What follows belongs to an exercise in optimizing a design on an open flow for small area; a production flow would make more cautious choices.
In this exercise RTL edits were held to simulation tests only and were not proved equivalent to the original.
The clock port is modelled as an ideal driver; clocking choices that lean on that would not hold on a real chip.
No activity file was given, so power comes from the tool's default toggle rates.

`design.v`:
```
module wt440hrx_core #(
    parameter [31:0] BIT_LEN      = 32'd2000,
    parameter [31:0] TOL          = 32'd200,
    parameter [31:0] DEDUP_WINDOW = 32'd1000000,
    parameter        LAYOUT       = 0
) (
    input  wire               clk,
    input  wire               rst,
    input  wire               edge_valid,
    input  wire [31:0]        edge_ts,
    output wire               bit_valid,
    output wire               bit_value,
    output wire [31:0]        bit_ts,
    output wire               fr_valid,
    output wire               fr_dup,
    output wire               rd_valid,
    output wire [3:0]         rd_house,
    output wire [1:0]         rd_channel,
    output wire [1:0]         rd_status,
    output wire               rd_batt,
    output wire [7:0]         rd_hum,
    output wire [7:0]         rd_tint,
    output wire [3:0]         rd_tfrac,
    output wire [1:0]         rd_seq,
    output wire [31:0]        rd_ts,
    output wire [2:0]         rd_channel_rep,
    output wire signed [12:0] rd_temp_x16
);
    localparam [31:0] BIT_LOW      = BIT_LEN - TOL;
    localparam [31:0] BIT_HIGH     = BIT_LEN + TOL;
    localparam [31:0] HALFBIT_LOW  = (BIT_LEN >> 1) - (TOL >> 1);
    localparam [31:0] HALFBIT_HIGH = (BIT_LEN >> 1) + (TOL >> 1);
    localparam [31:0] AGE_K        = 32'd0 - DEDUP_WINDOW;
    localparam [13:0] AGE_KM       = AGE_K[19:6];
    localparam [6:0]  AGE_KU       = AGE_KM[13:7];
    localparam [6:0]  AGE_KL       = AGE_KM[6:0];
    wire [31:0] nts = ~edge_ts;
    reg        ld_first;    
    reg        ld_half;     
    reg [31:0] last_ts;     
    reg [31:0] prev_ts;     
    reg [5:0]  idx;         
    reg [1:0]  csum;        
    reg [29:0] sr;          
    reg        dd_valid;
    reg [27:0] dd_f;        
    reg [31:0] dd_ts;       
    wire [11:0] nd, ng;
    wire [12:1] cd, cg;
    wire [31:12] pd, gd, pg, gg;
    wt440_ha u_d0 (.x(nts[0]), .y(last_ts[0]), .s(nd[0]), .co(cd[1]));
    wt440_ha u_g0 (.x(nts[0]), .y(prev_ts[0]), .s(ng[0]), .co(cg[1]));
    genvar i;
    generate
        for (i = 1; i < 12; i = i + 1) begin : g_lo
            wt440_fa u_d (.x(nts[i]), .y(last_ts[i]), .c(cd[i]), .s(nd[i]), .co(cd[i+1]));
            wt440_fa u_g (.x(nts[i]), .y(prev_ts[i]), .c(cg[i]), .s(ng[i]), .co(cg[i+1]));
        end
        for (i = 12; i < 32; i = i + 1) begin : g_hi
            wt440_ha u_d (.x(nts[i]), .y(last_ts[i]), .s(pd[i]), .co(gd[i]));
            wt440_ha u_g (.x(nts[i]), .y(prev_ts[i]), .s(pg[i]), .co(gg[i]));
        end
    endgenerate
    wire d_hz = ((pd[12] ^ cd[12]) && ((pd[31:13] ^ gd[30:12]) == 19'h7FFFF));
    wire g_hz = ((pg[12] ^ cg[12]) && ((pg[31:13] ^ gg[30:12]) == 19'h7FFFF));
    wire [11:0] d = ~nd;
    wire [11:0] g = ~ng;
    wire [5:0]  a_g = nts[5:0] & dd_ts[5:0];
    wire [5:0]  a_t = nts[5:0] | dd_ts[5:0];
    wire a_g10 = a_g[1] | (a_t[1] & a_g[0]);
    wire a_g32 = a_g[3] | (a_t[3] & a_g[2]);
    wire a_t32 = a_t[3] & a_t[2];
    wire a_g54 = a_g[5] | (a_t[5] & a_g[4]);
    wire a_t54 = a_t[5] & a_t[4];
    wire a_c6  = a_g54 | (a_t54 & (a_g32 | (a_t32 & a_g10)));
    wire [12:6]  nal;
    wire [13:7]  cal;
    wire [6:0]   u0;
    wire [20:14] cau;
    wire [31:20] pa, ga;
    wt440_fa u_al6 (.x(nts[6]), .y(dd_ts[6]), .c(a_c6), .s(nal[6]), .co(cal[7]));
    wt440_ha u_au0 (.x(nts[13]), .y(dd_ts[13]), .s(u0[0]), .co(cau[14]));
    generate
        for (i = 7; i < 13; i = i + 1) begin : g_al
            wt440_fa u_a (.x(nts[i]), .y(dd_ts[i]), .c(cal[i]), .s(nal[i]), .co(cal[i+1]));
        end
        for (i = 14; i < 20; i = i + 1) begin : g_au
            wt440_fa u_a (.x(nts[i]), .y(dd_ts[i]), .c(cau[i]), .s(u0[i-13]), .co(cau[i+1]));
        end
        for (i = 20; i < 32; i = i + 1) begin : g_ah
            wt440_ha u_a (.x(nts[i]), .y(dd_ts[i]), .s(pa[i]), .co(ga[i]));
        end
    endgenerate
    wire a_c13  = cal[13];
    wire u_max  = (u0 == 7'h7F);
    wire a_c20  = cau[20] || (a_c13 && u_max);
    wire l_ge   = (nal >= AGE_KL);
    wire u_gt   = a_c13 ? (u0 >= AGE_KU && !u_max) : (u0 > AGE_KU);
    wire u_eq   = a_c13 ? (u0 == AGE_KU - 7'd1) : (u0 == AGE_KU);
    wire a_hz   = ((pa[20] ^ a_c20) && ((pa[31:21] ^ ga[30:20]) == 11'h7FF));
    wire age_lt = a_hz && (u_gt || (u_eq && l_ge));
    wire in_full = d_hz && (d >= BIT_LOW[11:0]) && (d <= BIT_HIGH[11:0]);
    wire in_half = d_hz && (d >= HALFBIT_LOW[11:0]) && (d <= HALFBIT_HIGH[11:0]);
    wire emit    = !ld_first && (ld_half ? in_half : in_full);
    assign bit_valid = edge_valid && !rst && emit;
    assign bit_value = ld_half;
    assign bit_ts    = edge_ts;
    always @(posedge clk) begin
        if (rst)
            ld_first <= 1'b1;
        else if (edge_valid)
            ld_first <= 1'b0;
    end
    always @(posedge clk) begin
        if (edge_valid) begin
            ld_half <= !ld_first && !ld_half && in_half;
            last_ts <= edge_ts;
        end
    end
    wire idx0       = (idx == 6'd0);
    wire pre_idx    = (idx[5:2] == 4'd0);
    wire last_bit   = (idx == 6'd35);
    wire spacing_ok = idx0 || (g_hz && (g >= BIT_LOW[11:0]) && (g <= BIT_HIGH[11:0]));
    wire pre_ok     = !pre_idx || (bit_value == !idx[1]);
    wire accept     = spacing_ok && pre_ok;
    wire parity_ok  = !csum[0] && (csum[1] == bit_value);
    assign fr_valid = bit_valid && accept && last_bit && parity_ok;
    always @(posedge clk) begin
        if (rst)
            idx <= 6'd0;
        else if (bit_valid)
            idx <= (!accept || last_bit) ? 6'd0 : idx + 6'd1;
    end
    always @(posedge clk) begin
        if (bit_valid) begin
            if (pre_idx)
                csum <= 2'b11;
            else if (idx[0])
                csum[1] <= csum[1] ^ bit_value;
            else
                csum[0] <= csum[0] ^ bit_value;
        end
    end
    always @(posedge clk) begin
        if (bit_valid && idx != 6'd34)
            sr <= {sr[28:0], bit_value};
    end
    always @(posedge clk) begin
        if (bit_valid)
            prev_ts <= edge_ts;
    end
    assign rd_house   = sr[29:26];
    assign rd_channel = sr[25:24];
    assign rd_status  = sr[23:22];
    assign rd_batt    = sr[21];
    assign rd_hum     = {1'b0, sr[20:14]};
    assign rd_tint    = sr[13:6];
    assign rd_tfrac   = sr[5:2];
    assign rd_seq     = sr[1:0];
    assign rd_ts      = edge_ts;
    wire same = (sr[29:2] == dd_f);
    assign fr_dup   = dd_valid && same && age_lt;
    assign rd_valid = fr_valid && !fr_dup;
    always @(posedge clk) begin
        if (rst)
            dd_valid <= 1'b0;
        else if (rd_valid)
            dd_valid <= 1'b1;
    end
    always @(posedge clk) begin
        if (rd_valid) begin
            dd_f  <= sr[29:2];
            dd_ts <= edge_ts;
        end
    end
    assign rd_channel_rep = {1'b0, rd_channel} + 3'd1;
    assign rd_temp_x16    = {{1'b0, rd_tint} - 9'd50, rd_tfrac};
endmodule
module wt440_fa (
    input  wire x,
    input  wire y,
    input  wire c,
    output wire s,
    output wire co
);
    assign s  = x ^ y ^ c;
    assign co = (x & y) | (x & c) | (y & c);
endmodule
module wt440_ha (
    input  wire x,
    input  wire y,
    output wire s,
    output wire co
);
    assign s  = x ^ y;
    assign co = x & y;
endmodule
```
`run.sh`:
```
#!/bin/bash
# synth_recipe.tcl (not shown) runs the flow's synth.tcl, then flattens the netlist and writes it again
# the make line also repeats each setting of config.mk as NAME=value (left out here)
make -C /OpenROAD-flow-scripts/flow DESIGN_CONFIG=/design/flow/config.mk WORK_HOME=/design/flow/orfs CLKGATE_MAP_FILE= SYNTH_SCRIPT=/design/flow/synth_recipe.tcl finish
```
`config.mk`:
```
export PLATFORM = sky130hd
export DESIGN_NAME = wt440hrx_core
export DESIGN_NICKNAME = wt440hrx_core
export VERILOG_FILES = /design/flow/design.v
export SDC_FILE = /design/flow/constraint.sdc
export NUM_CORES = 4
export LEC_CHECK = 0
export CAP_MARGIN = 20
export CORE_MARGIN = 2
export CORE_UTILIZATION = 40
export SLEW_MARGIN = 20
export SYNTH_HIERARCHICAL = 1
```
`constraint.sdc`:
```
create_clock -name core_clock -period 14.0 [get_ports {clk}]
set_input_delay 2.8000 -clock core_clock [delete_from_list [all_inputs] [get_ports {clk}]]
set_output_delay 2.8000 -clock core_clock [all_outputs]
set_load 0.01 [all_outputs]
```
==> impl_metrics.py, run 1 <==
metrics = {
    "outcome": {
        "status": "timing/DRC/antenna clean",
    },
    "finish": {
        "final_cell_mix": "edfxtp_1, clkdlybuf4s50_1, xnor2_1",
        "final_common_cell": "edfxtp_1",
        "drive_gt1_share_pct": 7.14,
        "syn_to_final_growth_pct": 22.6,
        "design_area_sq_mm": 0.0106,
        "diodes": 0,
        "nets": 831,
        "final_util_pct": 50.2,
    },
    "global_route": {
        "gr-usage-met2_pct": 26.3,
        "grt_pass1_vias": 5090,
        "use_met3_pct": 2.77,
        "grt_pass1_wl_mm": 27.4,
        "top_usage_layer": "met2",
        "grt_max_degree": 61,
        "grt_antenna_before_repair": 0,
        "use_met1_pct": 22.1,
        "gr-usage-all-layers_pct": 16.2,
        "grt.overflow.total": 0,
    },
    "synth": {
        "ys_async_sr_fraction_pct": 0,
        "ys_seq_area_share_pct": 56.5,
        "synthesis.area_sq_mm": 0.00863,
        "syn_inst": 601,
        "syn_nets": 731,
        "synth_cell_type_count": 38,
        "synth.ff_latch_count": 165,
        "synth_top_flop_cell": "edfxtp_1",
        "synth_edf_count": 157,
        "yosysWarnings": 7,
        "synth_area_per_cell_sq_um": 14.4,
    },
    "critical_path": {
        "arrival_ps": 10800,
        "cp-start-kind": "primary input",
        "crit_cells": 22,
        "path_delay_family": "adder cells",
        "critPathMaxFanout": 4,
        "slowest_delay_ps": 540,
        "crit_slowest_cell": "fa_1",
        "critical_path_buf_inv_count": 5,
        "rr_worst_depth": 20,
        "cp.required_ps": 11200,
        "path_class": "in2out",
        "cp-end-kind": "output port",
        "crit_path_cell_trace": "clkdlybuf4s50_1 -> inv_1 -> ha_1 -> fa_1 -> fa_1 -> fa_1 -> fa_1 -> fa_1 -> fa_1 -> fa_1 -> fa_1 -> fa_1 -> fa_1 -> fa_1 -> nand4b_1 -> a211o_1 -> a211o_1 -> or4_1 -> inv_2 -> o2111ai_2 -> inv_2 -> clkdlybuf4s50_1",
        "critical-path-top-cell-by-count": "fa_1",
    },
    "sta": {
        "rsz0062_at_grt": "false",
        "fin_hold_ws_ps": 468,
        "fmax_mhz": 73.5,
        "setup_viol": 0,
        "worst_pin_slew_ps": 1040,
        "fin_worst_skew_ps": 9.90,
        "finalSetupTns_ps": 0,
        "fin_crit_sh_pct": 97.1,
        "period_needed_ps": 13600,
        "relSlewSlack_pct": 30.5,
        "slew_violations": 0,
        "hold_viol": 0,
    },
    "clocking": {
        "cts_tree": "done",
        "clock-sinks": 165,
        "postCtsHoldBufs": 0,
        "clock_path_buffers": 2,
        "post_cts_buffers": 0,
        "clkTransAtPathRegs_ps": 60,
        "cts-buffers-inserted": 17,
        "cts_max_level": 4,
        "cts_root_buf": "clkbuf_16",
        "clock_latency_ps": 430,
    },
    "power_and_ir_drop": {
        "powerDensity_mw_per_mm2": 107,
        "vdd_drop_max_uv": 97.0,
        "p_clk_share_pct": 40.1,
        "p_leak_nw": 3.79,
        "total_power_mw": 1.13,
        "comb_power_share_pct": 11.4,
        "p_sw_mw": 0.283,
        "seqPwrFrac_pct": 48.5,
        "p_int_mw": 0.848,
        "swShare_pct": 25.1,
    },
    "placed_design": {
        "place_area_sq_mm": 0.00998,
        "dpl.hpwl_mm": 13.0,
        "place.gp.congestion": 0.781,
        "port_buffers": 149,
    },
    "die": {
        "initial_utilization_pct": 40.9,
        "die_w_um": 151,
        "die_h_um": 151,
        "core-area_sq_mm": 0.0211,
        "rows": 53,
        "io_pins": 151,
        "die_area_sq_mm": 0.0228,
    },
    "hold_path": {
        "hp-class": "reg2reg",
        "worstHoldPathCells": 0,
    },
    "routing": {
        "ant_nets": 0,
        "first_pass_iters": 4,
        "totalWireLength_mm": 17.5,
        "drc_errors": 0,
        "post_drt_via_cell_ratio": 4.96,
        "drt_iter0_drc": 297,
        "detail_route.wl_per_cell_um": 17.7,
        "dr_total_vias": 4909,
    },
    "job": {
        "cap_viol_max_count": 0,
    },
}
[power by group through the flow]
stage / logic [mW] / registers [mW] / clock network [mW]
final: 0.128 / 0.549 / 0.454
after global routing: 0.143 / 0.550 / 0.484
after CTS: 0.129 / 0.549 / 0.466
after detailed placement: 0.128 / 0.560 / 0
after global placement: 0.126 / 0.560 / 0
after floorplan: 0.0846 / 0.559 / 0
[flip-flops by register name (all words and copies together) (netlist names)]
register and flops:
last_ts 32, prev_ts 32, idx 6, dd_valid 1, sr 30, csum 2
ld_half 1, dd_f 28, ld_first 1, dd_ts 32
[synth_stat cells (2+ instances only)]
library cell | instances | area share, %
nor2_1 | 13 | 0.57
a21oi_1 | 10 | 0.58
buf_2 | 2 | 0.12
a211oi_1 | 2 | 0.17
nand4b_1 | 2 | 0.20
or4_1 | 3 | 0.26
buf_4 | 70 | 6.1
dfxtp_1 | 8 | 1.9
o211ai_1 | 2 | 0.17
ha_1 | 60 | 8.7
clkbuf_1 | 2 | 0.087
o22ai_1 | 2 | 0.14
nand2b_1 | 3 | 0.22
nand2_1 | 14 | 0.61
xor2_1 | 23 | 2.3
a21o_1 | 2 | 0.17
nor4b_1 | 3 | 0.30
a211o_1 | 3 | 0.30
nor4_1 | 11 | 0.80
fa_1 | 35 | 8.1
edfxtp_1 | 157 | 55
inv_1 | 46 | 2.0
nor3_1 | 6 | 0.35
a31oi_1 | 7 | 0.51
maj3_2 | 5 | 0.65
nand4_1 | 21 | 1.5
nand3_1 | 5 | 0.29
o2111ai_1 | 9 | 0.91
xnor2_1 | 66 | 6.7
[Yosys stat by module, one instance, submodules excluded]
module / copies in the design / flops+latches / cell area (sq um)
wt440hrx_core: 1 / 165 / 7240
wt440_fa: 35 / 0 / 20.0
wt440_ha: 55 / 0 / 12.5
[path summary, 6_finish.rpt]
path	from	end	slack, ps
setup / recovery	edge_ts[0]	rd_valid	400
hold / removal	sr[1]	sr[2]	470
setup reg to reg	last_ts[0]	dd_f[24]	5580
hold reg to reg	sr[1]	sr[2]	470
[through the flow]
stage,setup slack [ps],std cells
2_1_floorplan,42.7,601
3_3_place_gp,396,957
3_5_place_dp,262,957
4_1_cts,235,989
5_1_grt,41.6,989
6_report,400,989
[cells by family (layout without fill, tap and decap cells)]
logic type      count (synthesis)  in the layout  synth area share, %
flops                         165            165                 56.5
buf+inv                       121            234                 8.33
fa+ha+maj                     100            100                 17.5
xor+xnor                       89             89                 9.03
simple gates                   85             85                 5.41
compound gates                 40             40                 3.25
other cells                     1              1               0.0434
[layout make-up]
cell class | count | area, sq um
Clock buffer | 17 | 425
Clock inverter | 15 | 155
Fill cell | 1820 | 10500
Inverter | 47 | 176
Multi-Input combinational cell | 315 | 3070
Sequential cell | 165 | 4870
Tap cell | 275 | 344
Timing Repair Buffer | 155 | 1540
[per-layer routing]
layer,vias to the layer above,share of wire [%]
met4,0,1.3
met1,2475,46
met2,124,49
met5,-,0
met3,15,4.1
li1,2295,-
[repair_timing]
item | in CTS | in global routing
hold endpoints to repair | 0 | 0
setup endpoints to repair | 0 | 1
gates resized for setup | 0 | 3
==> run 2, diff against run 1 <==
--- a/config.mk
+++ b/config.mk
@@ -8,5 +8,6 @@
 export CAP_MARGIN = 20
 export CORE_MARGIN = 2
 export CORE_UTILIZATION = 40
+export CTS_BUF_LIST = sky130_fd_sc_hd__clkbuf_8
 export SLEW_MARGIN = 20
 export SYNTH_HIERARCHICAL = 1
==> impl_metrics.py, run 2 <==
metrics = {
    "outcome": {
        "status": "timing/DRC/antenna clean",
    },
    "placed_design": {
        "place.gp.congestion": 0.781,
        "place_inst": 957,
        "dpl.hpwl_mm": 13.0,
        "port_buffers": 149,
        "preCtsSetupSlack_ps": 262,
    },
    "die": {
        "rows": 53,
        "io_pins": 151,
        "core-area_sq_mm": 0.0211,
        "die_area_sq_mm": 0.0228,
        "die_w_um": 151,
        "initial_utilization_pct": 40.9,
        "die_h_um": 151,
    },
    "global_route": {
        "gr-usage-all-layers_pct": 16.1,
        "top_usage_layer": "met2",
        "grt_max_degree": 61,
        "gr-usage-met2_pct": 26.3,
        "grt_antenna_before_repair": 0,
        "grt_pass1_wl_mm": 27.3,
        "use_met3_pct": 2.68,
        "grt.overflow.total": 0,
        "use_met1_pct": 21.9,
        "grt_pass1_vias": 5095,
    },
    "synth": {
        "ys_async_sr_fraction_pct": 0,
        "synth_top_area_share_pct": 54.6,
        "synth_most_common_cell": "edfxtp_1",
        "synth.ff_latch_count": 165,
        "yosysWarnings": 7,
        "synth_top_flop_cell": "edfxtp_1",
        "syn_inst": 601,
        "synth_cell_type_count": 38,
        "synthTopCellsByArea": "edfxtp_1, ha_1, fa_1",
        "yosysTopAreaCell": "edfxtp_1",
        "synth_edf_count": 157,
        "ys_seq_area_share_pct": 56.5,
        "synthesis.area_sq_mm": 0.00863,
        "yosys-top-cells-count": "edfxtp_1, buf_4, xnor2_1",
        "syn_nets": 731,
        "synth_area_per_cell_sq_um": 14.4,
    },
    "finish": {
        "diodes": 0,
        "instances_no_fill": 989,
        "top_regs": "dd_ts (32), last_ts (32), prev_ts (32)",
        "final_common_cell": "edfxtp_1",
        "syn_to_final_growth_pct": 20.4,
        "final_cell_mix": "edfxtp_1, clkdlybuf4s50_1, xnor2_1",
        "drive_gt1_share_pct": 7.14,
        "nets": 831,
    },
    "critical_path": {
        "crit_slowest_cell": "fa_1",
        "cp-start-kind": "primary input",
        "cp.required_ps": 11200,
        "path_class": "in2out",
        "critPathMaxFanout": 4,
        "cp-end-kind": "output port",
        "arrival_ps": 10800,
        "path_delay_family": "adder cells",
        "slowest_delay_ps": 540,
        "crit_path_cell_trace": "clkdlybuf4s50_1 -> inv_1 -> ha_1 -> fa_1 -> fa_1 -> fa_1 -> fa_1 -> fa_1 -> fa_1 -> fa_1 -> fa_1 -> fa_1 -> fa_1 -> fa_1 -> nand4b_1 -> a211o_1 -> a211o_1 -> or4_1 -> inv_2 -> o2111ai_2 -> inv_2 -> clkdlybuf4s50_1",
        "critical_path_buf_inv_count": 5,
        "critical-path-top-cell-by-count": "fa_1",
        "rrSetupSlack_ps": 5580,
    },
    "routing": {
        "totalWireLength_mm": 17.5,
        "dr_total_vias": 4928,
        "drc_errors": 0,
        "first_pass_iters": 4,
        "drt_iter0_drc": 370,
        "detail_route.wl_per_cell_um": 17.6,
        "ant_nets": 0,
        "post_drt_via_cell_ratio": 4.98,
    },
    "sta": {
        "fmax_mhz": 73.5,
        "fin_worst_skew_ps": 14.9,
        "fin_ws_ps": 399,
        "period_needed_ps": 13600,
        "worst_pin_slew_ps": 1030,
        "rsz0062_at_grt": "false",
        "slew_violations": 0,
        "hold_viol": 0,
        "setup_viol": 0,
        "relSlewSlack_pct": 31.0,
        "finalSetupTns_ps": 0,
        "fin_crit_sh_pct": 97.1,
    },
    "power_and_ir_drop": {
        "p_int_mw": 0.743,
        "p_leak_nw": 3.70,
        "p_sw_mw": 0.269,
        "seqPwrFrac_pct": 54.2,
        "vdd_drop_max_uv": 62.4,
        "p_clk_share_pct": 33.0,
        "total_power_mw": 1.01,
        "swShare_pct": 26.6,
        "comb_power_share_pct": 12.7,
        "powerDensity_mw_per_mm2": 97.3,
    },
    "clocking": {
        "cts_tree": "done",
        "clock-sinks": 165,
        "clock_path_buffers": 2,
        "post_cts_resized": 0,
        "post_cts_buffers": 0,
        "clock_latency_ps": 460,
        "cts_max_level": 4,
        "clkTransAtPathRegs_ps": 80,
        "cts-buffers-inserted": 17,
        "postCtsHoldBufs": 0,
        "cts_root_buf": "clkbuf_8",
    },
    "job": {
        "cap_viol_max_count": 0,
    },
    "hold_path": {
        "hp-class": "reg2reg",
    },
}
-- run 2: routing by layer --
metal,share of wire [%],up-vias
met5,0,-
met4,1.0,0
met3,3.4,15
met2,49,126
met1,46,2494
li1,-,2293
-- run 2: stage by stage --
stage,cell area (sq um),hold slack [ps],utilization [%]
6_report,10400,474,49.3
2_1_floorplan,8630,420,-
3_5_place_dp,9980,463,47.3
3_3_place_gp,9980,448,47.3
5_1_grt,10400,496,49.3
4_1_cts,10400,484,49.2
-- run 2: worst paths after layout --
check,startpoint,end,cells past startpoint
worst max-delay path,edge_ts[0],rd_valid,22
worst min-delay path,sr[1],sr[2],0
worst max register to register,last_ts[0],dd_f[0],20
worst min register to register,sr[1],sr[2],0
-- run 2: area by class of cell --
type	count	area, sq um
fill	1844	10700
sequential	165	4870
multi-input combinational	315	3070
timing repair buffer	155	1540
tap	275	344
clock buffer	17	234
inverter	47	176
clock inverter	15	155
-- run 2: logic make-up (layout without fill, tap and decap cells) --
group / count (synthesis) / after routing / share of synthesized area [%]
xor gates and xnor gates: 89 / 89 / 9.03
DFF: 165 / 165 / 56.5
AOI/OAI and AO/OA: 40 / 40 / 3.25
adders and majority gates: 100 / 100 / 17.5
and+or+nand+nor: 85 / 85 / 5.41
buffers and inverters: 121 / 234 / 8.33
other: 1 / 1 / 0.0434
-- run 2: power by group through the flow --
stage | Combinational (mW) | Clock [mW] | Sequential [mW]
finish | 0.129 | 0.334 | 0.549
global route | 0.143 | 0.362 | 0.550
CTS | 0.129 | 0.345 | 0.549
global placement | 0.126 | 0 | 0.560
detailed placement | 0.128 | 0 | 0.560
floorplan | 0.0846 | 0 | 0.559
-- run 2: per-module statistics from Yosys (local to each module, per instance) --
module         area (sq um)  times used  flops+latches
wt440_ha               12.5          55              0
wt440_fa               20.0          35              0
wt440hrx_core          7240           1            165
==> run 3, diff against run 2 <==
==> flow/run.sh (new file) <==
#!/bin/bash
# The standard layout, with the smallest buffer (buf_1) as each port's
# buffer instead of the one buffer_ports picks by itself.
set -euo pipefail
export BUFFER_PORTS_ARGS="-buffer_cell sky130_fd_sc_hd__buf_1"
bash standard.sh > standard_flow.log 2>&1
==> standard.sh (new file) <==
#!/bin/bash
# synth_recipe.tcl (not shown) runs the flow's synth.tcl, then flattens the netlist and writes it again
# the make line also repeats each setting of config.mk as NAME=value (left out here)
make -C /OpenROAD-flow-scripts/flow DESIGN_CONFIG=/design/flow/config.mk WORK_HOME=/design/flow/orfs CLKGATE_MAP_FILE= SYNTH_SCRIPT=/design/flow/synth_recipe.tcl "${@:-finish}"
removed: run.sh
==> impl_metrics.py, run 3 <==
metrics = {
    "synth": {
        "synth_edf_count": 157,
        "ys_async_sr_fraction_pct": 0,
        "synth_top_family_by_area": "adder cells",
        "synth_top_flop_cell": "edfxtp_1",
        "synth_xor_area_share_pct": 9.03,
        "synthTopCellsByArea": "edfxtp_1, ha_1, fa_1",
        "yosys.area_share.simple_pct": 5.41,
        "synth.ff_latch_count": 165,
        "yosys-top-cells-count": "edfxtp_1, buf_4, xnor2_1",
        "synth_compound_area_share_pct": 3.25,
        "syn_nets": 731,
        "yosysTopAreaCell": "edfxtp_1",
        "synthesis.area_sq_mm": 0.00863,
        "synth_top_area_share_pct": 54.6,
        "syn_inst": 601,
        "synth_most_common_cell": "edfxtp_1",
        "yosysWarnings": 7,
        "synth_area_per_cell_sq_um": 14.4,
        "muxShareOfSynthArea_pct": 0,
        "ys_seq_area_share_pct": 56.5,
        "synth_cell_type_count": 38,
        "synth_fa_ha_area_share_pct": 17.5,
    },
    "sta": {
        "fmax_mhz": 75.2,
        "relSlewSlack_pct": 31.7,
        "fin_hold_ws_ps": 470,
        "slew_violations": 0,
        "setup_viol": 0,
        "fin_worst_skew_ps": 12.1,
        "hold_viol": 0,
        "rsz0062_at_grt": "false",
        "fin_ws_ps": 694,
        "worst_pin_slew_ps": 1020,
        "finalSetupTns_ps": 0,
        "period_needed_ps": 13310,
        "fin_crit_sh_pct": 95.0,
    },
    "die": {
        "die_area_sq_mm": 0.0228,
        "initial_utilization_pct": 40.9,
        "core-area_sq_mm": 0.0211,
        "io_pins": 151,
        "die_h_um": 151,
        "rows": 53,
        "die_w_um": 151,
    },
    "outcome": {
        "status": "timing/DRC/antenna clean",
    },
    "clocking": {
        "cts_max_level": 4,
        "cts-buffers-inserted": 17,
        "clock_latency_ps": 460,
        "post_cts_resized": 0,
        "clock-sinks": 165,
        "cts_tree": "done",
        "postCtsHoldBufs": 0,
        "clock_path_buffers": 2,
        "clkTransAtPathRegs_ps": 90,
        "post_cts_buffers": 0,
        "cts_root_buf": "clkbuf_8",
    },
    "power_and_ir_drop": {
        "p_int_mw": 0.771,
        "comb_power_share_pct": 10.4,
        "p_clk_share_pct": 36.1,
        "p_leak_nw": 3.31,
        "swShare_pct": 24.8,
        "powerDensity_mw_per_mm2": 108,
        "seqPwrFrac_pct": 53.5,
        "p_sw_mw": 0.255,
        "vdd_drop_max_uv": 59.0,
    },
    "finish": {
        "drive_gt1_share_pct": 6.33,
        "final_common_cell": "edfxtp_1",
        "final_util_pct": 44.9,
        "regArea_sq_mm": 0.00487,
        "top_regs": "dd_ts (32), last_ts (32), prev_ts (32)",
        "syn_to_final_growth_pct": 9.70,
        "nets": 829,
        "final_cell_mix": "edfxtp_1, buf_1, xnor2_1",
        "multiInputGateArea_sq_mm": 0.00305,
        "nFillCells": 1928,
    },
    "routing": {
        "post_drt_via_cell_ratio": 4.87,
        "drt_iter0_drc": 263,
        "ant_nets": 0,
        "totalWireLength_mm": 16.6,
        "drc_errors": 0,
        "dr_total_vias": 4803,
        "detail_route.wl_per_cell_um": 16.8,
        "first_pass_iters": 4,
    },
    "global_route": {
        "grt_max_degree": 61,
        "grt_antenna_before_repair": 1,
        "grt.overflow.total": 0,
        "grt_pass1_wl_mm": 25.8,
        "grt_pass1_vias": 4824,
        "gr-usage-all-layers_pct": 15.2,
    },
    "placed_design": {
        "port_buffers": 149,
        "place.gp.congestion": 0.850,
        "preCtsSetupSlack_ps": 656,
        "dpl.hpwl_mm": 12.3,
    },
    "critical_path": {
        "arrival_ps": 10510,
        "cp.required_ps": 11200,
        "worstSetupStartpoint": "edge_ts[0]",
        "path_class": "in2out",
        "cp-end-kind": "output port",
        "cp-start-kind": "primary input",
        "critPathMaxFanout": 11,
        "reg2reg_from": "last_ts[0]",
    },
    "hold_path": {
        "hold_path.startpoint": "ld_first",
        "hp-class": "reg2reg",
    },
    "job": {
        "cap_viol_max_count": 0,
    },
}
run 3: changes by cell type in the layout (fill, tap and decap cells not counted), moves of 2 or more:
cell and delta:
clkinv_4 +2, inv_8 -4, nor4b_1 +2, nor4b_2 -2
buf_4 -2, bufinv_16 +3, clkinvlp_4 -2, buf_1 +148
clkdlybuf4s50_1 -149
run 3: area by class of cell:
class / instances / share of cell area [%]
clock inverters: 14 / 2.05
clock buffers: 17 / 2.47
diodes: 1 / 0.0264
repair buffers: 153 / 6.24
multi-input cells: 315 / 32.2
inverters: 47 / 1.86
well taps: 275 / 3.63
flip-flops and latches: 165 / 51.5
run 3: critical path: stages:
cell and delay (ps):
buf_1 220, inv_1 100, ha_1 210, fa_1 460, fa_1 460, fa_1 450
fa_1 460, fa_1 460, fa_1 460, fa_1 460, fa_1 460, fa_1 460
fa_1 460, fa_1 590, nor4b_1 280, o22ai_1 120, a211o_1 300, or4_1 660
inv_2 170, o2111ai_1 160, inv_2 120, buf_1 160
run 3: final timing paths:
check	endpoint	slack, ps	cells past startpoint
worst max-delay path	rd_valid	690	22
worst min-delay path	ld_first	470	1
worst max register to register	dd_ts[31]	5310	20
worst min register to register	ld_first	470	1
run 3: power by group through the flow:
stage | clock (mW) | sequential, mW | combinational [mW]
6_report | 0.371 | 0.548 | 0.107
5_1_grt | 0.401 | 0.549 | 0.121
4_1_cts | 0.380 | 0.549 | 0.109
3_5_place_dp | 0 | 0.560 | 0.108
3_3_place_gp | 0 | 0.560 | 0.107
2_1_floorplan | 0 | 0.559 | 0.0846
run 3: through the flow:
stage	power, mW	area [sq um]	cells
2_1_floorplan	0.643	8630	601
3_3_place_gp	0.666	9040	955
3_5_place_dp	0.668	9040	955
4_1_cts	1.04	9470	986
5_1_grt	1.07	9470	987
6_report	1.03	9470	987
run 3: Yosys stat by module (local to each module, per instance):
module | flops+latches | times used
wt440_ha | 0 | 55
wt440hrx_core | 165 | 1
wt440_fa | 0 | 35
run 3: routing by layer:
layer | up-vias | share of wire [%] | GRT usage, %
met4 | 0 | 1.3 | 4.72
met3 | 13 | 4.7 | 3.16
met5 | - | 0 | 0
met1 | 2356 | 45 | 20.1
met2 | 148 | 49 | 25.3
li1 | 2286 | - | -
run 3: cell families after synthesis:
group           count (synthesis)
compound gates                 40
xor+xnor                       89
fa+ha+maj                     100
buf+inv                       121
flops                         165
other cells                     1
simple gates                   85
==> run 4, diff against run 3 <==
==> flow/run.sh (replaced) <==
#!/bin/bash
# The standard layout, with the smallest buffer (buf_1) as each port's
# buffer, and a clock tree of clkbuf_8 without dummy balancing loads.
set -euo pipefail
export BUFFER_PORTS_ARGS="-buffer_cell sky130_fd_sc_hd__buf_1"
export CTS_ARGS="-sink_clustering_enable -repair_clock_nets -buf_list sky130_fd_sc_hd__clkbuf_8 -dont_use_dummy_load"
bash standard.sh > standard_flow.log 2>&1
==> impl_metrics.py, run 4 <==
metrics = {
    "finish": {
        "top_regs": "dd_ts (32), last_ts (32), prev_ts (32)",
        "syn_to_final_growth_pct": 7.45,
        "nFillCells": 1945,
        "final_cell_mix": "edfxtp_1, buf_1, xnor2_1",
        "regArea_sq_mm": 0.00487,
        "drive_gt1_share_pct": 4.59,
        "design_area_sq_mm": 0.00928,
        "final_common_cell": "edfxtp_1",
        "nets": 829,
        "multiInputGateArea_sq_mm": 0.00305,
    },
    "clocking": {
        "post_cts_buffers": 0,
        "cts_max_level": 4,
        "clock_latency_ps": 460,
        "clock-sinks": 165,
        "cts-buffers-inserted": 17,
        "clkTransAtPathRegs_ps": 60,
        "postCtsHoldBufs": 0,
        "post_cts_resized": 0,
        "clock_path_buffers": 2,
        "cts_tree": "done",
        "cts_root_buf": "clkbuf_8",
    },
    "sta": {
        "fin_worst_skew_ps": 37.0,
        "finalSetupTns_ps": 0,
        "hold_viol": 0,
        "setup_viol": 0,
        "slew_violations": 0,
        "worst_pin_slew_ps": 1030,
        "fin_crit_sh_pct": 95.0,
        "period_needed_ps": 13300,
        "rsz0062_at_grt": "false",
        "relSlewSlack_pct": 31.5,
        "fmax_mhz": 75.2,
    },
    "routing": {
        "totalWireLength_mm": 16.5,
        "drt_iter0_drc": 281,
        "dr_total_vias": 4771,
        "first_pass_iters": 4,
        "detail_route.wl_per_cell_um": 17.0,
        "ant_nets": 0,
        "post_drt_via_cell_ratio": 4.90,
        "drc_errors": 0,
    },
    "synth": {
        "synthTopCellsByArea": "edfxtp_1, ha_1, fa_1",
        "ys_async_sr_fraction_pct": 0,
        "ys_seq_area_share_pct": 56.5,
        "synth_edf_count": 157,
        "muxShareOfSynthArea_pct": 0,
        "synth_compound_area_share_pct": 3.25,
        "yosys-top-cells-count": "edfxtp_1, buf_4, xnor2_1",
        "yosys.area_share.simple_pct": 5.41,
        "synth.ff_latch_count": 165,
        "synth_xor_area_share_pct": 9.03,
        "yosysTopAreaCell": "edfxtp_1",
        "syn_inst": 601,
        "syn_nets": 731,
        "synth_cell_type_count": 38,
        "synth_fa_ha_area_share_pct": 17.5,
        "synth_top_flop_cell": "edfxtp_1",
        "synth_top_family_by_area": "adder cells",
        "synth_area_per_cell_sq_um": 14.4,
        "synth_top_area_share_pct": 54.6,
        "yosysWarnings": 7,
        "synthesis.area_sq_mm": 0.00863,
        "synth_most_common_cell": "edfxtp_1",
    },
    "die": {
        "die_w_um": 151,
        "core-area_sq_mm": 0.0211,
        "die_area_sq_mm": 0.0228,
        "io_pins": 151,
        "rows": 53,
        "initial_utilization_pct": 40.9,
        "die_h_um": 151,
    },
    "power_and_ir_drop": {
        "p_leak_nw": 3.22,
        "powerDensity_mw_per_mm2": 98.2,
        "vdd_drop_max_uv": 59.0,
    },
    "hold_path": {
        "hp-class": "reg2reg",
    },
    "global_route": {
        "grt_pass1_wl_mm": 25.6,
        "grt_max_degree": 61,
        "gr-usage-all-layers_pct": 15.1,
        "grt_antenna_before_repair": 1,
        "grt_pass1_vias": 4787,
        "grt.overflow.total": 0,
    },
    "critical_path": {
        "slowest_delay_ps": 650,
        "cp-end-kind": "output port",
        "crit_slowest_cell": "or4_1",
        "critical_path_buf_inv_count": 5,
        "arrival_ps": 10500,
        "crit_path_cell_trace": "buf_1 -> inv_1 -> ha_1 -> fa_1 -> fa_1 -> fa_1 -> fa_1 -> fa_1 -> fa_1 -> fa_1 -> fa_1 -> fa_1 -> fa_1 -> fa_1 -> nor4b_1 -> o22ai_1 -> a211o_1 -> or4_1 -> inv_2 -> o2111ai_1 -> inv_2 -> buf_1",
        "critPathMaxFanout": 11,
        "cp-start-kind": "primary input",
        "critical-path-top-cell-by-count": "fa_1",
        "cp.required_ps": 11200,
        "path_class": "in2out",
        "path_delay_family": "adder cells",
    },
    "placed_design": {
        "place_area_sq_mm": 0.00904,
        "dpl.hpwl_mm": 12.3,
        "port_buffers": 149,
        "place.gp.congestion": 0.850,
    },
    "outcome": {
        "status": "timing/DRC/antenna clean",
    },
    "job": {
        "cap_viol_max_count": 0,
    },
}
## run 4: final cells by class
class                   instances  share of cell area, %
flip-flops and latches        165                   52.6
multi-input cells             315                   32.9
repair buffers                153                   6.37
well taps                     275                   3.71
clock buffers                  17                   2.52
inverters                      47                   1.90
diodes                          1                 0.0270
## run 4: final timing paths
kind	startpoint	end	slack [ps]	depth (start not counted)
worst max-delay path	edge_ts[0]	rd_valid	700	22
worst max register to register	last_ts[0]	dd_ts[31]	5300	20
worst min register to register	ld_first	ld_first	470	1
worst min-delay path	ld_first	ld_first	470	1
## run 4: stage by stage
stage	total power [mW]	hold slack, ps	setup slack (ps)	cells	utilization, %
6_report	0.911	466	702	973	44.0
5_1_grt	0.954	493	342	973	44.0
4_1_cts	0.923	475	659	972	44.0
3_5_place_dp	0.668	459	656	955	42.9
3_3_place_gp	0.666	445	837	955	42.9
2_1_floorplan	0.643	420	42.7	601	-
## run 4: report_power, final
group          switching [mW]  internal (mW)  total (mW)
Clock                   0.148          0.107       0.255
Combinational          0.0623         0.0446       0.107
Sequential            0.00363          0.545       0.549
## run 4: modules after synthesis, one instance, submodules excluded
| module | area [sq um] | flops+latches | cells | copies in the design |
|---|---|---|---|---|
| wt440hrx_core | 7240 | 165 | 511 | 1 |
| wt440_fa | 20.0 | 0 | 1 | 35 |
| wt440_ha | 12.5 | 0 | 1 | 55 |
## run 4: metal layers
metal	routed length, um	global-route usage [%]	vias to the layer above	share of wire, %
li1	-	-	2270	-
met1	7530	19.9	2356	46
met2	8060	25.0	127	49
met3	677	3.16	18	4.1
met4	247	5.28	0	1.5
met5	0	0	-	0
## run 4: cell families after synthesis
logic type | after synthesis
other cells | 1
flops | 165
fa+ha+maj | 100
buf+inv | 121
compound gates | 40
xor+xnor | 89
simple gates | 85
## run 4: worst reg2reg max path, delay by kind of cell, from the launching register on
family,cells,cell delay (ps)
adders and majority gates,12,5430
AOI/OAI and AO/OA,3,580
DFF,1,370
buffers and inverters,3,920
and+or+nand+nor,2,930
==> run 5, diff against run 4 <==
--- a/design.v
+++ b/design.v
@@ -47,7 +47,8 @@
     reg [31:0] dd_ts;       
     wire [11:0] nd, ng;
     wire [12:1] cd, cg;
-    wire [31:12] pd, gd, pg, gg;
+    wire [31:12] pd, pg;
+    wire [30:12] gd, gg;
     wt440_ha u_d0 (.x(nts[0]), .y(last_ts[0]), .s(nd[0]), .co(cd[1]));
     wt440_ha u_g0 (.x(nts[0]), .y(prev_ts[0]), .s(ng[0]), .co(cg[1]));
     genvar i;
@@ -56,11 +57,13 @@
             wt440_fa u_d (.x(nts[i]), .y(last_ts[i]), .c(cd[i]), .s(nd[i]), .co(cd[i+1]));
             wt440_fa u_g (.x(nts[i]), .y(prev_ts[i]), .c(cg[i]), .s(ng[i]), .co(cg[i+1]));
         end
-        for (i = 12; i < 32; i = i + 1) begin : g_hi
+        for (i = 12; i < 31; i = i + 1) begin : g_hi
             wt440_ha u_d (.x(nts[i]), .y(last_ts[i]), .s(pd[i]), .co(gd[i]));
             wt440_ha u_g (.x(nts[i]), .y(prev_ts[i]), .s(pg[i]), .co(gg[i]));
         end
     endgenerate
+    assign pd[31] = nts[31] ^ last_ts[31];
+    assign pg[31] = nts[31] ^ prev_ts[31];
     wire d_hz = ((pd[12] ^ cd[12]) && ((pd[31:13] ^ gd[30:12]) == 19'h7FFFF));
     wire g_hz = ((pg[12] ^ cg[12]) && ((pg[31:13] ^ gg[30:12]) == 19'h7FFFF));
     wire [11:0] d = ~nd;
@@ -77,7 +80,8 @@
     wire [13:7]  cal;
     wire [6:0]   u0;
     wire [20:14] cau;
-    wire [31:20] pa, ga;
+    wire [31:20] pa;
+    wire [30:20] ga;
     wt440_fa u_al6 (.x(nts[6]), .y(dd_ts[6]), .c(a_c6), .s(nal[6]), .co(cal[7]));
     wt440_ha u_au0 (.x(nts[13]), .y(dd_ts[13]), .s(u0[0]), .co(cau[14]));
     generate
@@ -87,10 +91,11 @@
         for (i = 14; i < 20; i = i + 1) begin : g_au
             wt440_fa u_a (.x(nts[i]), .y(dd_ts[i]), .c(cau[i]), .s(u0[i-13]), .co(cau[i+1]));
         end
-        for (i = 20; i < 32; i = i + 1) begin : g_ah
+        for (i = 20; i < 31; i = i + 1) begin : g_ah
             wt440_ha u_a (.x(nts[i]), .y(dd_ts[i]), .s(pa[i]), .co(ga[i]));
         end
     endgenerate
+    assign pa[31] = nts[31] ^ dd_ts[31];
     wire a_c13  = cal[13];
     wire u_max  = (u0 == 7'h7F);
     wire a_c20  = cau[20] || (a_c13 && u_max);
==> flow/run.sh (replaced) <==
#!/bin/bash
# The standard layout, with the smallest buffer (buf_1) as each port's
# buffer, and a clock tree of clkbuf_4/clkbuf_8 without dummy loads.
set -euo pipefail
export BUFFER_PORTS_ARGS="-buffer_cell sky130_fd_sc_hd__buf_1"
export CTS_ARGS="-sink_clustering_enable -repair_clock_nets -buf_list {sky130_fd_sc_hd__clkbuf_4 sky130_fd_sc_hd__clkbuf_8} -dont_use_dummy_load"
bash standard.sh > standard_flow.log 2>&1
==> impl_metrics.py, run 5 <==
metrics = {
    "die": {
        "die_h_um": 151,
        "die_w_um": 151,
        "io_pins": 151,
        "core-area_sq_mm": 0.0211,
        "rows": 53,
        "die_area_sq_mm": 0.0228,
        "initial_utilization_pct": 40.9,
    },
    "power_and_ir_drop": {
        "p_leak_nw": 3.23,
        "vdd_drop_max_uv": 57.2,
        "powerDensity_mw_per_mm2": 98.0,
        "total_power_mw": 0.909,
    },
    "hold_path": {
        "hold_path.startpoint": "sr[0]",
        "hp-class": "reg2reg",
    },
    "sta": {
        "finalSetupTns_ps": 0,
        "relSlewSlack_pct": 32.0,
        "worst_pin_slew_ps": 1020,
        "fin_crit_sh_pct": 91.3,
        "hold_viol": 0,
        "fin_ws_ps": 1220,
        "fin_worst_skew_ps": 26.0,
        "setup_viol": 0,
        "slew_violations": 0,
        "period_needed_ps": 12780,
        "fmax_mhz": 78.3,
        "rsz0062_at_grt": "false",
    },
    "clocking": {
        "postCtsHoldBufs": 0,
        "post_cts_resized": 0,
        "cts_root_buf": "clkbuf_8",
        "cts-buffers-inserted": 17,
        "cts_tree": "done",
        "clkTransAtPathRegs_ps": 80,
        "clock-sinks": 165,
        "clock_path_buffers": 2,
        "clock_latency_ps": 460,
        "post_cts_buffers": 0,
        "cts_max_level": 4,
    },
    "synth": {
        "yosysTopAreaCell": "edfxtp_1",
        "syn_inst": 591,
        "yosys.area_share.simple_pct": 6.20,
        "synth_cell_type_count": 49,
        "synth_fa_ha_area_share_pct": 17.0,
        "synth.ff_latch_count": 165,
        "synth_top_area_share_pct": 54.6,
        "synth_area_per_cell_sq_um": 14.6,
        "synth_compound_area_share_pct": 2.99,
        "synth_top_family_by_area": "adder cells",
        "muxShareOfSynthArea_pct": 0,
        "yosys-top-cells-count": "edfxtp_1, buf_4, ha_1",
        "synth_top_flop_cell": "edfxtp_1",
        "synth_most_common_cell": "edfxtp_1",
        "syn_nets": 718,
        "synth_xor_area_share_pct": 9.23,
        "synthTopCellsByArea": "edfxtp_1, ha_1, fa_1",
        "yosysWarnings": 7,
        "ys_async_sr_fraction_pct": 0,
        "synth_edf_count": 157,
        "synthesis.area_sq_mm": 0.00863,
        "ys_seq_area_share_pct": 56.5,
    },
    "placed_design": {
        "port_buffers": 149,
        "preCtsSetupSlack_ps": 1110,
        "dpl.hpwl_mm": 12.4,
        "place.gp.congestion": 0.836,
    },
    "critical_path": {
        "arrival_ps": 9980,
        "worstSetupStartpoint": "edge_ts[0]",
        "critPathMaxFanout": 10,
        "cp.required_ps": 11200,
        "reg2reg_from": "prev_ts[0]",
        "path_class": "in2out",
        "cp-start-kind": "primary input",
        "cp-end-kind": "output port",
    },
    "finish": {
        "final_common_cell": "edfxtp_1",
        "nets": 816,
        "final_cell_mix": "edfxtp_1, buf_1, ha_1",
        "syn_to_final_growth_pct": 7.49,
        "diodes": 0,
        "top_regs": "dd_ts (32), last_ts (32), prev_ts (32)",
        "drive_gt1_share_pct": 5.09,
    },
    "global_route": {
        "grt_antenna_before_repair": 0,
        "grt_pass1_vias": 4716,
        "gr-usage-all-layers_pct": 15.4,
        "grt_pass1_wl_mm": 25.8,
        "grt.overflow.total": 0,
        "grt_max_degree": 62,
    },
    "routing": {
        "ant_nets": 0,
        "post_drt_via_cell_ratio": 4.92,
        "detail_route.wl_per_cell_um": 17.4,
        "drc_errors": 0,
        "drt_iter0_drc": 217,
        "dr_total_vias": 4733,
        "totalWireLength_mm": 16.8,
        "first_pass_iters": 6,
    },
    "outcome": {
        "status": "timing/DRC/antenna clean",
    },
    "job": {
        "cap_viol_max_count": 0,
    },
}
==> run 5: power breakdown <==
group / switching [mW] / leakage (nW) / internal [mW]
Combinational: 0.0639 / 1.61 / 0.0435
Clock: 0.146 / 0.122 / 0.107
Sequential: 0.00348 / 1.50 / 0.545
==> run 5: cells by family (layout without fill, tap and decap cells) <==
kind of cell / Yosys count / after routing
adders and majority gates: 97 / 97
other: 1 / 1
and+or+nand+nor: 90 / 90
AOI/OAI and AO/OA: 33 / 33
DFF: 165 / 165
xor gates and xnor gates: 91 / 91
buffers and inverters: 114 / 210
==> run 5: cell type report <==
type,instances,area (sq um)
Inverter,40,150
Timing Repair Buffer,153,591
Multi-Input combinational cell,312,3080
Fill cell,1932,11800
Tap cell,275,344
Clock buffer,17,234
Sequential cell,165,4870
==> run 5: path summary, 6_finish.rpt <==
path / end / slack (ps) / depth (start not counted)
min: sr[1] / 440 / 0
min reg2reg: sr[1] / 440 / 0
max reg2reg: dd_f[7] / 5750 / 17
max: rd_valid / 1220 / 19
==> run 5: through the flow <==
step,utilization (%),cell area (sq um),std cells,hold slack (ps)
floorplan,-,8640,591,418
CTS,44.0,9280,962,440
global route,44.0,9280,962,445
global placement,42.9,9040,945,429
detailed placement,42.9,9040,945,442
finish,44.0,9280,962,444
==> run 5: routing by layer <==
layer | track usage (%) | up-vias | wire (um)
met5 | 0 | - | 0
met4 | 5.33 | 0 | 255
met3 | 2.77 | 20 | 818
met2 | 24.8 | 158 | 7880
met1 | 21.0 | 2315 | 7800
li1 | - | 2240 | -
==> run 5: critical path: stages <==
cell       delay [ps]
buf_1             200
inv_1             100
ha_1              210
fa_1              450
fa_1              460
fa_1              460
fa_1              460
fa_1              460
fa_1              460
fa_1              460
fa_1              470
fa_1              460
fa_1              460
fa_1              550
or4b_4            470
a2111oi_4         320
a2bb2oi_2         200
nor4_4            350
buf_1             180
==> run 5: Yosys stat by module, one instance, submodules excluded <==
module         area (sq um)  cells inside  flip-flops and latches  copies in the design
wt440hrx_core          7280           504                     165                     1
wt440_fa               20.0             1                       0                    35
wt440_ha               12.5             1                       0                    52
==> run 6, diff against run 5 <==
==> flow/run.sh (replaced) <==
#!/bin/bash
# The standard layout, with the smallest buffer (buf_1) as each port's
# buffer, and a clock tree of clkbuf_4 without dummy loads in which the
# leaves that drive too much are upsized to clkbuf_8 (flow/post_cts.tcl).
set -euo pipefail
export BUFFER_PORTS_ARGS="-buffer_cell sky130_fd_sc_hd__buf_1"
export CTS_ARGS="-sink_clustering_enable -repair_clock_nets -buf_list sky130_fd_sc_hd__clkbuf_4 -dont_use_dummy_load"
export POST_CTS_TCL="$PWD/flow/post_cts.tcl"
bash standard.sh > standard_flow.log 2>&1
==> flow/post_cts.tcl (new file) <==
# Sourced by ORFS at the end of its CTS step (POST_CTS_TCL). The tree is
# built from clkbuf_4; a leaf buffer whose flip-flops would see a clock slew
# above 100 ps (placement estimate) is upsized to clkbuf_8, then the
# placement is legalized again.
estimate_parasitics -placement
set my_upsized 0
foreach inst [get_cells clkbuf_*] {
  set out [get_pins -of_objects $inst -filter "direction==output"]
  set worst 0.0
  foreach p [get_pins -of_objects [get_nets -of_objects $out] -filter "direction==input"] {
    set w [expr {max([get_property $p slew_max_rise], [get_property $p slew_max_fall])}]
    if {$w > $worst} { set worst $w }
  }
  if {$worst > 0.100 && [get_property [get_lib_cells -of_objects $inst] name] eq "sky130_fd_sc_hd__clkbuf_4"} {
    replace_cell $inst sky130_fd_sc_hd__clkbuf_8
    incr my_upsized
  }
}
puts "post_cts: upsized $my_upsized clock buffers"
detailed_placement
check_placement -verbose
estimate_parasitics -placement
--- a/config.mk
+++ b/config.mk
@@ -8,6 +8,5 @@
 export CAP_MARGIN = 20
 export CORE_MARGIN = 2
 export CORE_UTILIZATION = 40
-export CTS_BUF_LIST = sky130_fd_sc_hd__clkbuf_8
 export SLEW_MARGIN = 20
 export SYNTH_HIERARCHICAL = 1
==> impl_metrics.py, run 6 <==
metrics = {
    "outcome": {
        "status": "timing/DRC/antenna clean",
    },
    "routing": {
        "dr_total_vias": 4733,
        "post_drt_via_cell_ratio": 4.92,
        "detail_route.wl_per_cell_um": 17.3,
        "drc_errors": 0,
        "first_pass_iters": 7,
        "totalWireLength_mm": 16.7,
        "ant_nets": 0,
        "drt_iter0_drc": 236,
    },
    "sta": {
        "fmax_mhz": 78.1,
        "fin_crit_sh_pct": 91.4,
        "relSlewSlack_pct": 32.5,
        "slew_violations": 0,
        "worst_pin_slew_ps": 1010,
        "setup_viol": 0,
        "fin_hold_ws_ps": 440,
        "hold_viol": 0,
        "period_needed_ps": 12800,
        "finalSetupTns_ps": 0,
        "rsz0062_at_grt": "false",
        "fin_worst_skew_ps": 30.4,
        "fin_ws_ps": 1200,
    },
    "finish": {
        "design_area_sq_mm": 0.00925,
        "syn_to_final_growth_pct": 7.13,
        "final_common_cell": "edfxtp_1",
        "final_cell_mix": "edfxtp_1, buf_1, ha_1",
        "multiInputGateArea_sq_mm": 0.00308,
        "regArea_sq_mm": 0.00487,
        "nFillCells": 1936,
        "nets": 816,
        "top_regs": "dd_ts (32), last_ts (32), prev_ts (32)",
        "drive_gt1_share_pct": 5.09,
        "diodes": 0,
    },
    "synth": {
        "synth_edf_count": 157,
        "synthesis.area_sq_mm": 0.00863,
        "synth_top_flop_cell": "edfxtp_1",
        "yosysTopAreaCell": "edfxtp_1",
        "synth_most_common_cell": "edfxtp_1",
        "synth.ff_latch_count": 165,
        "synthTopCellsByArea": "edfxtp_1, ha_1, fa_1",
        "syn_nets": 718,
        "synth_top_area_share_pct": 54.6,
        "synth_cell_type_count": 49,
        "yosysWarnings": 7,
        "synth_area_per_cell_sq_um": 14.6,
        "ys_seq_area_share_pct": 56.5,
        "yosys-top-cells-count": "edfxtp_1, buf_4, ha_1",
        "ys_async_sr_fraction_pct": 0,
        "syn_inst": 591,
    },
    "global_route": {
        "grt_antenna_before_repair": 0,
        "gr-usage-all-layers_pct": 15.3,
        "grt_pass1_vias": 4738,
        "grt_max_degree": 62,
        "grt_pass1_wl_mm": 25.8,
        "grt.overflow.total": 0,
    },
    "critical_path": {
        "path_class": "in2out",
        "critPathMaxFanout": 10,
        "cp-end-kind": "output port",
        "arrival_ps": 10000,
        "cp.required_ps": 11200,
        "cp-start-kind": "primary input",
    },
    "placed_design": {
        "place.gp.congestion": 0.836,
        "port_buffers": 149,
        "place_area_sq_mm": 0.00904,
        "preCtsSetupSlack_ps": 1110,
        "dpl.hpwl_mm": 12.4,
    },
    "power_and_ir_drop": {
        "vdd_drop_max_uv": 53.5,
        "p_leak_nw": 3.22,
        "powerDensity_mw_per_mm2": 96.5,
    },
    "clocking": {
        "clkTransAtPathRegs_ps": 90,
        "cts_tree": "done",
        "clock_latency_ps": 450,
        "clock-sinks": 165,
    },
    "hold_path": {
        "hp-class": "reg2reg",
    },
    "die": {
        "rows": 53,
        "die_area_sq_mm": 0.0228,
        "die_h_um": 151,
        "core-area_sq_mm": 0.0211,
        "initial_utilization_pct": 40.9,
        "die_w_um": 151,
        "io_pins": 151,
    },
    "job": {
        "cap_viol_max_count": 0,
    },
}
run 6: cell counts after synthesis:
Identical to the previous run, type by type.
run 6: final cells by class:
type | count | share of cell area, %
flip-flops and latches | 165 | 52.7
inverters | 40 | 1.62
multi-input cells | 312 | 33.4
well taps | 275 | 3.72
clock buffers | 17 | 2.19
repair buffers | 153 | 6.39
run 6: logic make-up after synthesis:
logic type | after synthesis | synth area share, %
flops | 165 | 56.5
buf+inv | 114 | 8.02
fa+ha+maj | 97 | 17.0
xor+xnor | 91 | 9.23
simple gates | 90 | 6.20
compound gates | 33 | 2.99
other cells | 1 | 0.0434
run 6: path summary, 6_finish.rpt:
| check | startpoint | end | slack (ps) | depth (start not counted) |
|---|---|---|---|---|
| worst min register to register | sr[0] | sr[1] | 440 | 0 |
| worst min-delay path | sr[0] | sr[1] | 440 | 0 |
| worst max register to register | prev_ts[0] | dd_f[10] | 5700 | 17 |
| worst max-delay path | edge_ts[0] | rd_valid | 1200 | 19 |
run 6: Yosys stat by module, one instance, submodules excluded:
| module | times used | area (sq um) | cells inside | flip-flops and latches |
|---|---|---|---|---|
| wt440hrx_core | 1 | 7280 | 504 | 165 |
| wt440_fa | 35 | 20.0 | 1 | 0 |
| wt440_ha | 52 | 12.5 | 1 | 0 |
run 6: where the power goes:
| part | switching (mW) | total (mW) | internal (mW) |
|---|---|---|---|
| Clock | 0.144 | 0.236 | 0.0925 |
| Combinational | 0.0638 | 0.107 | 0.0435 |
| Sequential | 0.00348 | 0.548 | 0.545 |
run 6: worst max-delay path: stages:
cell       delay [ps]
buf_1             200
inv_1             100
ha_1              210
fa_1              450
fa_1              460
fa_1              460
fa_1              460
fa_1              450
fa_1              460
fa_1              460
fa_1              460
fa_1              460
fa_1              460
fa_1              550
or4b_4            470
a2111oi_4         320
a2bb2oi_2         210
nor4_4            360
buf_1             190
run 6: metal layers:
metal / GRT usage, % / vias up / share of wire, %
met2: 24.6 / 170 / 47
met4: 5.37 / 0 / 1.5
met5: 0 / - / 0
met3: 2.95 / 23 / 5.4
met1: 21.0 / 2302 / 46
li1: - / 2238 / -
run 6: through the flow:
stage / utilization [%] / std cells / total power [mW]
2_1_floorplan: - / 591 / 0.642
3_3_place_gp: 42.9 / 945 / 0.666
5_1_grt: 43.8 / 962 / 0.935
6_report: 43.8 / 962 / 0.892
3_5_place_dp: 42.9 / 945 / 0.668
==> run 7, diff against run 6 <==
--- a/flow/post_cts.tcl
+++ b/flow/post_cts.tcl
@@ -1,6 +1,6 @@
 # Sourced by ORFS at the end of its CTS step (POST_CTS_TCL). The tree is
 # built from clkbuf_4; a leaf buffer whose flip-flops would see a clock slew
-# above 100 ps (placement estimate) is upsized to clkbuf_8, then the
+# above 112 ps (placement estimate) is upsized to clkbuf_8, then the
 # placement is legalized again.
 estimate_parasitics -placement
 set my_upsized 0
@@ -11,7 +11,7 @@
     set w [expr {max([get_property $p slew_max_rise], [get_property $p slew_max_fall])}]
     if {$w > $worst} { set worst $w }
   }
-  if {$worst > 0.100 && [get_property [get_lib_cells -of_objects $inst] name] eq "sky130_fd_sc_hd__clkbuf_4"} {
+  if {$worst > 0.112 && [get_property [get_lib_cells -of_objects $inst] name] eq "sky130_fd_sc_hd__clkbuf_4"} {
     replace_cell $inst sky130_fd_sc_hd__clkbuf_8
     incr my_upsized
   }
--- a/config.mk
+++ b/config.mk
@@ -7,6 +7,6 @@
 export LEC_CHECK = 0
 export CAP_MARGIN = 20
 export CORE_MARGIN = 2
-export CORE_UTILIZATION = 40
+export CORE_UTILIZATION = 60
 export SLEW_MARGIN = 20
 export SYNTH_HIERARCHICAL = 1
==> impl_metrics.py, run 7 <==
metrics = {
    "outcome": {
        "status": "timing/DRC/antenna clean",
    },
    "global_route": {
        "grt_antenna_before_repair": 0,
        "grt_pass1_wl_mm": 24.6,
        "grt.overflow.total": 0,
        "grt_pass1_vias": 4654,
        "grt_max_degree": 62,
        "gr-usage-all-layers_pct": 22.3,
    },
    "critical_path": {
        "reg2reg_from": "last_ts[0]",
        "crit_path_cell_trace": "buf_1 -> inv_1 -> ha_1 -> fa_1 -> fa_1 -> fa_1 -> fa_1 -> fa_1 -> fa_1 -> fa_1 -> fa_1 -> fa_1 -> fa_1 -> fa_1 -> nand4b_1 -> a211oi_1 -> a311o_1 -> nand4_1 -> nor3_1 -> buf_1",
        "critPathMaxFanout": 12,
        "rrSetupSlack_ps": 5550,
        "critical-path-top-cell-by-count": "fa_1",
        "reg2reg_to": "dd_ts[0]",
        "cp.required_ps": 11200,
        "rr_worst_depth": 18,
        "worstSetupStartpoint": "edge_ts[0]",
        "crit_slowest_cell": "fa_1",
        "path_class": "in2out",
        "cp-end-kind": "output port",
        "cp-start-kind": "primary input",
        "cp-endpoint": "fr_valid",
        "arrival_ps": 10180,
        "slowest_delay_ps": 520,
    },
    "synth": {
        "yosys-top-cells-count": "edfxtp_1, buf_4, ha_1",
        "synthesis.area_sq_mm": 0.00863,
        "synth_edf_count": 157,
        "syn_inst": 591,
        "synth.ff_latch_count": 165,
        "ys_seq_area_share_pct": 56.5,
        "ys_async_sr_fraction_pct": 0,
        "yosysWarnings": 7,
        "synth_top_flop_cell": "edfxtp_1",
        "synthTopCellsByArea": "edfxtp_1, ha_1, fa_1",
        "synth_most_common_cell": "edfxtp_1",
        "synth_cell_type_count": 49,
        "yosysTopAreaCell": "edfxtp_1",
        "syn_nets": 718,
        "synth_top_area_share_pct": 54.6,
        "synth_area_per_cell_sq_um": 14.6,
    },
    "clocking": {
        "clock-sinks": 165,
        "clock_latency_ps": 440,
        "clkTransAtPathRegs_ps": 100,
        "cts_tree": "done",
    },
    "die": {
        "rows": 43,
        "io_pins": 151,
        "die_area_sq_mm": 0.0154,
        "core-area_sq_mm": 0.0140,
        "initial_utilization_pct": 61.7,
        "die_w_um": 124,
        "die_h_um": 124,
    },
    "routing": {
        "post_drt_via_cell_ratio": 5.46,
        "drt_iter0_drc": 392,
        "dr_total_vias": 4725,
        "drc_errors": 0,
        "detail_route.wl_per_cell_um": 18.6,
        "totalWireLength_mm": 16.1,
        "first_pass_iters": 4,
        "ant_nets": 0,
    },
    "sta": {
        "fin_worst_skew_ps": 35.1,
        "fmax_mhz": 77.0,
        "worst_pin_slew_ps": 989,
        "rsz0062_at_grt": "false",
        "relSlewSlack_pct": 34.0,
        "setup_viol": 0,
        "slew_violations": 0,
        "period_needed_ps": 12980,
        "fin_crit_sh_pct": 92.7,
        "hold_viol": 0,
        "finalSetupTns_ps": 0,
    },
    "power_and_ir_drop": {
        "powerDensity_mw_per_mm2": 96.6,
        "p_leak_nw": 3.20,
        "vdd_drop_max_uv": 69.7,
        "total_power_mw": 0.878,
    },
    "hold_path": {
        "hp-class": "reg2reg",
        "worstHoldPathCells": 1,
    },
    "finish": {
        "drive_gt1_share_pct": 4.96,
        "final_cell_mix": "edfxtp_1, buf_1, ha_1",
        "syn_to_final_growth_pct": 5.29,
        "instances_no_fill": 866,
        "nets": 815,
        "diodes": 0,
        "top_regs": "dd_ts (32), last_ts (32), prev_ts (32)",
        "final_common_cell": "edfxtp_1",
    },
    "placed_design": {
        "place_inst": 849,
        "place.gp.congestion": 0.816,
        "dpl.hpwl_mm": 12.0,
        "port_buffers": 149,
    },
    "job": {
        "cap_viol_max_count": 0,
    },
}
run 7: cell counts after synthesis:
Identical to the previous run, type by type.
run 7: worst min-delay path by stage:
stage / start / endpoint
3_3_place_gp: ld_first / ld_first
2_1_floorplan: ld_first / ld_first
6_report: ld_first / ld_first
3_5_place_dp: ld_first / ld_first
5_1_grt: ld_first / ld_first
run 7: modules after synthesis, one instance, submodules excluded:
module	copies in the design	flops+latches
wt440hrx_core	1	165
wt440_fa	35	0
wt440_ha	52	0
run 7: layer usage:
| metal | part of all wire (%) | vias to the layer above | global-route usage, % |
|---|---|---|---|
| li1 | - | 2229 | - |
| met1 | 44 | 2310 | 30.5 |
| met2 | 49 | 173 | 36.3 |
| met3 | 6.0 | 13 | 4.58 |
| met4 | 1.2 | 0 | 6.81 |
| met5 | 0 | - | 0 |
run 7: cell families after synthesis:
family	synth area share, %
flops	56.5
fa+ha+maj	17.0
simple gates	6.20
other cells	0.0434
buf+inv	8.02
xor+xnor	9.23
compound gates	2.99
run 7: layout make-up:
cell class | count | area (sq um)
clock buffer | 17 | 178
fill | 1042 | 4900
inverter | 40 | 150
multi-input combinational | 312 | 3080
sequential | 165 | 4870
tap | 180 | 225
timing repair buffer | 152 | 583
run 7: through the flow:
stage	cell area [sq um]	setup slack, ps	util [%]	hold slack [ps]
after floorplan	8640	41.0	-	418
after global placement	8910	1060	63.7	431
after detailed placement	8910	960	63.7	445
after global routing	9090	533	65.0	487
final	9090	1020	65.0	462
run 7: where the power goes:
group	switching, mW	leakage [nW]	internal [mW]
combinational	0.0641	1.61	0.0433
sequential	0.00365	1.50	0.545
clock	0.141	0.0989	0.0807
run 7: worst max-delay path: cells and delay by family:
kind	cells	cell delay, ps
fa+ha+maj	12	5330
simple gates	3	1140
buf+inv	3	500
compound gates	2	420

## what the ideal ports hide
How much do the figures lean on ideal ports? The routed layouts below were timed once more, with nothing changed but the port constraints. Step 1, drivers: a clkbuf_16 drives clk and a buf_2 each remaining input, both assumed. Step 2 moves the port delays by t, midway between the first and last clock arrival at a register: inputs arrive t later, outputs are due t later. That takes back most of the time a late clock gives input paths. Three values: ideal, step 1, step 2; two values: the first two.
run	t, ns	setup WS [ns]	worst setup path after step 2	worst slew at a driven data input, ns
run 1	0.470	0.400 / 0.377 / 0.377	input to output	0.07
run 2	0.490	0.399 / 0.376 / 0.376	input to output	0.07
run 3	0.495	0.694 / 0.670 / 0.670	input to output	0.07
run 4	0.482	0.702 / 0.678 / 0.678	input to output	0.07
run 5	0.485	1.222 / 1.197 / 1.197	input to output	0.05
run 6	0.471	1.198 / 1.173 / 1.173	input to output	0.05
run 7	0.464	1.021 / 1.000 / 1.000	input to output	0.04
After both steps every run listed still meets setup and hold.
